Source: an optimization exercise on an open RTL-to-GDS flow (aim: small area, a short achievable clock period and few clock cycles). Production flows keep margins and buffers that such runs may drop.
RTL that was checked went through simulation tests only; none was proved equivalent to the original.
No activity file was given, so power comes from the tool's default toggle rates.

build 80:
Design mpd_engine, start of the top module:
module mpd_engine (
    input  wire        clk,
    input  wire        rst,           
    input  wire        cmd_valid,
    output wire        cmd_ready,
    input  wire [31:0] cmd_data,
    output reg         gpio_valid,
    input  wire        gpio_ready,
    output wire [31:0] gpio_addr,
    output reg  [31:0] gpio_data,
    output reg         rsp_valid,
    output reg  [3:0]  rsp_err,
    output reg  [31:0] rsp_result,
    output wire [15:0] rsp_bus,
    output reg  [1:0]  rsp_rot,
    output wire [4:0]  rsp_devcnt
);
clock: 25.0 ns
lec_check: 0
cap_margin: 20
core_margin: 2
core_utilization: 50
cts_buf_list: sky130_fd_sc_hd__clkbuf_8
cts_cluster_diameter: 60
cts_cluster_size: 18
slew_margin: 20
standard.sh (not shown) runs the stock make flow with config.mk's settings and CLKGATE_MAP_FILE= SYNTH_SCRIPT=/design/flow/synth_recipe.tcl, a recipe that flattens the netlist after the stock synthesis.
==> flow/flow/run.sh <==
#!/bin/bash
# Standard layout (the standard.sh), with two changes to how it is made:
# the port buffers are buf_2 cells instead of the default pick, and the
# timing repair steps aim for a large setup margin so that they size and
# buffer the paths that set the achieved period. The SDC is unchanged.
export BUFFER_PORTS_ARGS="-buffer_cell sky130_fd_sc_hd__buf_2"
export SETUP_SLACK_MARGIN=18.3
bash standard.sh > standard.log 2>&1
Build 80 | stages: all done | timing, DRC, antenna: all pass
### build 80 -> build 14
Settings: swapping 60 for 50 in CTS_CLUSTER_DIAMETER; swapping 18 for 16 in CTS_CLUSTER_SIZE; swapping 50 for 60 in CORE_UTILIZATION.
-- flow/flow/run.sh --
<<< build 80, line 6
export BUFFER_PORTS_ARGS="-buffer_cell sky130_fd_sc_hd__buf_2"
export SETUP_SLACK_MARGIN=18.3
bash standard.sh > standard.log 2>&1
>>> build 14, line 6
export BUFFER_PORTS_ARGS="-buffer_cell sky130_fd_sc_hd__buf_2"
export SETUP_SLACK_MARGIN=18.75
bash standard.sh > standard.log 2>&1
Die outline area shrinks by more than 10% when moving from build 80 to build 14. [compare] base=build 80 new=build 14: minimum clock period after layout -0.25 ns; via count of the first global-routing pass went up; final total power saw little to no change; clock network power now sits lower. The final-layout fill cell count reported for build 14 is smaller than that of build 80 by 1207. No stage failed in build 14, and the final checks on the layout all came back clean. Compared to build 80, build 14 shows a wider setup margin. Compared to build 80, the router laid down less metal wire for build 14.
diff inputs: build 14 => build 12
Settings: CORE_UTILIZATION: 60 -> 65; CTS_CLUSTER_SIZE: 16 -> 14.
--- outcome ---
- Build 12 contains more vias than build 14.
- Build 12: PASS, flow complete, no timing, DRC or antenna violations
- Build 12 against build 14; cell total after placement is down by a few percent.
- The top fanout value on the critical path number comes out higher for build 14 vs build 12.
- Build 12: global-route wire length before repair is 550 um lower than what build 14 reported.
No run of this note included a check of the RTL's function; only the layout flow was run.

========
Another version of the RTL of mpd_engine (not shown whole).
Size in the first run: roughly 2400 cells after synthesis, about 480 flip-flops, roughly 160 I/O pins, ~0.023 sq mm of cells after synthesis.
## mpd_engine
module mpd_engine (
    input  wire        clk,
    input  wire        rst,           
    input  wire        cmd_valid,
    output wire        cmd_ready,
    input  wire [31:0] cmd_data,
    output reg         gpio_valid,
    input  wire        gpio_ready,
    output wire [31:0] gpio_addr,
    output reg  [31:0] gpio_data,
    output reg         rsp_valid,
    output reg  [3:0]  rsp_err,
    output reg  [31:0] rsp_result,
    output wire [15:0] rsp_bus,
    output reg  [1:0]  rsp_rot,
    output wire [4:0]  rsp_devcnt
);
    localparam [3:0] E_OK      = 4'd0;
    localparam [3:0] E_ILLEGAL = 4'd1;
    localparam [3:0] E_WIDTH   = 4'd2;
    localparam [3:0] E_PIN     = 4'd3;
    localparam [3:0] E_DUP     = 4'd4;
    localparam [3:0] E_CTRL    = 4'd5;
    localparam [3:0] E_ROT     = 4'd7;
    localparam [3:0] E_OOB     = 4'd9;
    localparam [3:0] E_NOTCFG  = 4'd10;
    localparam [3:0] E_DEV     = 4'd12;
    localparam [3:0] E_FULL    = 4'd13;
    localparam [3:0] E_FATAL   = 4'd14;
    localparam [3:0] M_IDLE  = 4'd0;    
    localparam [3:0] M_TX    = 4'd1;    
    localparam [3:0] M_DRAIN = 4'd2;    
    localparam [3:0] M_W1    = 4'd3;    
    localparam [3:0] M_PIN   = 4'd4;    
    localparam [3:0] M_DEV   = 4'd5;    
    localparam [3:0] M_BUILD = 4'd6;    
    localparam [3:0] M_BSCAN = 4'd10;   
    localparam [3:0] M_ROT   = 4'd7;    
    localparam [3:0] M_BHDR  = 4'd8;    
    localparam [3:0] M_XLO   = 4'd9;    
    localparam [2:0] Q_CSA = 3'd0;
    localparam [2:0] Q_DCC = 3'd1;
    localparam [2:0] Q_DCD = 3'd2;
    localparam [2:0] Q_WRD = 3'd3;
    localparam [2:0] Q_SET = 3'd4;
    localparam [2:0] Q_CLR = 3'd5;
    localparam [2:0] Q_WRA = 3'd6;
    localparam [2:0] Q_CSD = 3'd7;
    integer i;
    reg         cr;              
    reg         iv;              
    reg  [31:0] w;
  ...
export LEC_CHECK = 0
export CAP_MARGIN = 20
export CORE_MARGIN = 2
export CORE_UTILIZATION = 60
export CTS_BUF_LIST = sky130_fd_sc_hd__clkbuf_8
export CTS_CLUSTER_DIAMETER = 50
export CTS_CLUSTER_SIZE = 14
export SLEW_MARGIN = 20
create_clock -name core_clock -period 25.0 [get_ports {clk}]
==> flow/flow/run.sh <==
#!/bin/bash
# Standard layout (the standard.sh), with these changes to how it is
# made: the port buffers are buf_1 cells instead of the default pick; the
# timing repair steps aim for a large setup margin so that they size and
# buffer the paths that set the achieved period; and the clock tree is built
# without dummy loads. The SDC is unchanged.
export BUFFER_PORTS_ARGS="-buffer_cell sky130_fd_sc_hd__buf_1"
export SETUP_SLACK_MARGIN=18.75
export CTS_ARGS="-sink_clustering_enable -repair_clock_nets -dont_use_dummy_load -buf_list sky130_fd_sc_hd__clkbuf_8 -sink_clustering_size 14 -sink_clustering_max_diameter 50"
bash standard.sh > standard.log 2>&1
The first run passed the timing, design-rule and antenna checks.
Testbench counts at the start, summed over its fixed seeds: cycles 187,449.
Change:
==> flow/flow/run.sh (replaced) <==
#!/bin/bash
# Standard layout (the standard.sh), with these changes to how it is
# made: the port buffers are buf_2 cells instead of the default pick; the
# timing repair steps aim for a large setup margin so that they size and
# buffer the paths that set the achieved period; and the clock tree is built
# without dummy loads. The SDC is unchanged.
export BUFFER_PORTS_ARGS="-buffer_cell sky130_fd_sc_hd__buf_2"
export SETUP_SLACK_MARGIN=18.7
export CTS_ARGS="-sink_clustering_enable -repair_clock_nets -dont_use_dummy_load -buf_list sky130_fd_sc_hd__clkbuf_8 -sink_clustering_size 14 -sink_clustering_max_diameter 50"
bash standard.sh > standard.log 2>&1
- global-route usage stays flat
- count of clock-buffer cells in the layout rises by 1
- final cell count does not change
Change:
==> flow/flow/run.sh (replaced) <==
#!/bin/bash
# Standard layout (the standard.sh), with these changes to how it is
# made: the port buffers are buf_1 cells instead of the default pick; the
# timing repair steps aim for a large setup margin so that they size and
# buffer the paths that set the achieved period; and the clock tree is built
# without dummy loads. The SDC is unchanged.
export BUFFER_PORTS_ARGS="-buffer_cell sky130_fd_sc_hd__buf_1"
export SETUP_SLACK_MARGIN=18.75
export CTS_ARGS="-sink_clustering_enable -repair_clock_nets -dont_use_dummy_load -buf_list sky130_fd_sc_hd__clkbuf_8 -sink_clustering_size 18 -sink_clustering_max_diameter 50"
bash standard.sh > standard.log 2>&1
--- a/flow/config.mk
+++ b/flow/config.mk
@@ -9,6 +9,6 @@
 export CORE_MARGIN = 2
-export CORE_UTILIZATION = 60
+export CORE_UTILIZATION = 55
 export CTS_BUF_LIST = sky130_fd_sc_hd__clkbuf_8
 export CTS_CLUSTER_DIAMETER = 50
-export CTS_CLUSTER_SIZE = 14
+export CTS_CLUSTER_SIZE = 18
 export SLEW_MARGIN = 20
The changed run completed without violations.
Design area hardly moves.
Critical path depth is unchanged.
Power went down by 0.64%.
Count of clock-buffer cells in the layout went down by 3.
Maximum frequency went up by 0.43%.
Worst setup slack is better by 27 ps.
Hold slack is better by 3.5 ps.
Wire length went down by 0.75%.
Clock skew went down by 28 ps.
Sequential share of layout area went up by 0.25 points.
Change:
--- a/flow/flow/run.sh
+++ b/flow/flow/run.sh
@@ -8,3 +8,3 @@
 export SETUP_SLACK_MARGIN=18.75
-export CTS_ARGS="-sink_clustering_enable -repair_clock_nets -dont_use_dummy_load -buf_list sky130_fd_sc_hd__clkbuf_8 -sink_clustering_size 18 -sink_clustering_max_diameter 50"
+export CTS_ARGS="-sink_clustering_enable -repair_clock_nets -dont_use_dummy_load -buf_list sky130_fd_sc_hd__clkbuf_8 -sink_clustering_size 22 -sink_clustering_max_diameter 50"
 bash standard.sh > standard.log 2>&1
--- a/flow/config.mk
+++ b/flow/config.mk
@@ -9,6 +9,6 @@
 export CORE_MARGIN = 2
-export CORE_UTILIZATION = 55
+export CORE_UTILIZATION = 60
 export CTS_BUF_LIST = sky130_fd_sc_hd__clkbuf_8
 export CTS_CLUSTER_DIAMETER = 50
-export CTS_CLUSTER_SIZE = 18
+export CTS_CLUSTER_SIZE = 22
 export SLEW_MARGIN = 20
Total power fell by 1.2%.
Sequential power rose by about 3%.
Clock skew stays flat.
Design area fell by 0.76%.

## separate check: timing with driven ports
How much do the figures lean on ideal ports? The routed layouts below were timed once more, with nothing changed but the port constraints.
Step 1, drivers: a clkbuf_16 drives clk and a buf_2 each remaining input, both assumed.
Step 2 moves the port delays by t, midway between the first and last clock arrival at a register: inputs arrive t later, outputs are due t later. That takes back most of the time a late clock gives input paths.
Slacks: no drivers / after step 1 / after step 2; pairs: no drivers / after step 1.
run | t (ns) | setup WS [ns] | clock arrival spread, ns | slew at the worst register clock pin (ns)
build 80 | 0.700 | 18.497 / 18.443 / 17.994 | 0.028 / 0.028 | 0.11 / 0.11
build 14 | 0.726 | 18.745 / 18.688 / 18.157 | 0.077 / 0.077 | 0.11 / 0.11
build 12 | 0.721 | 18.747 / 18.694 / 18.198 | 0.051 / 0.052 | 0.10 / 0.10
the first run of note 2 | 0.659 | 18.748 / 18.695 / 18.340 | 0.097 / 0.096 | 0.10 / 0.10
the second run of note 2 | 0.677 | 18.741 / 18.685 / 18.222 | 0.092 / 0.091 | 0.09 / 0.09
the third run of note 2 | 0.679 | 18.768 / 18.712 / 18.218 | 0.087 / 0.087 | 0.11 / 0.11
the fourth run of note 2 | 0.663 | 18.796 / 18.741 / 18.342 | 0.070 / 0.070 | 0.12 / 0.12
After both steps setup and hold are still met in every run listed. For build 14, which loses most, drivers alone change the setup slack by -0.057 ns; drivers and shift together by -0.588 ns.
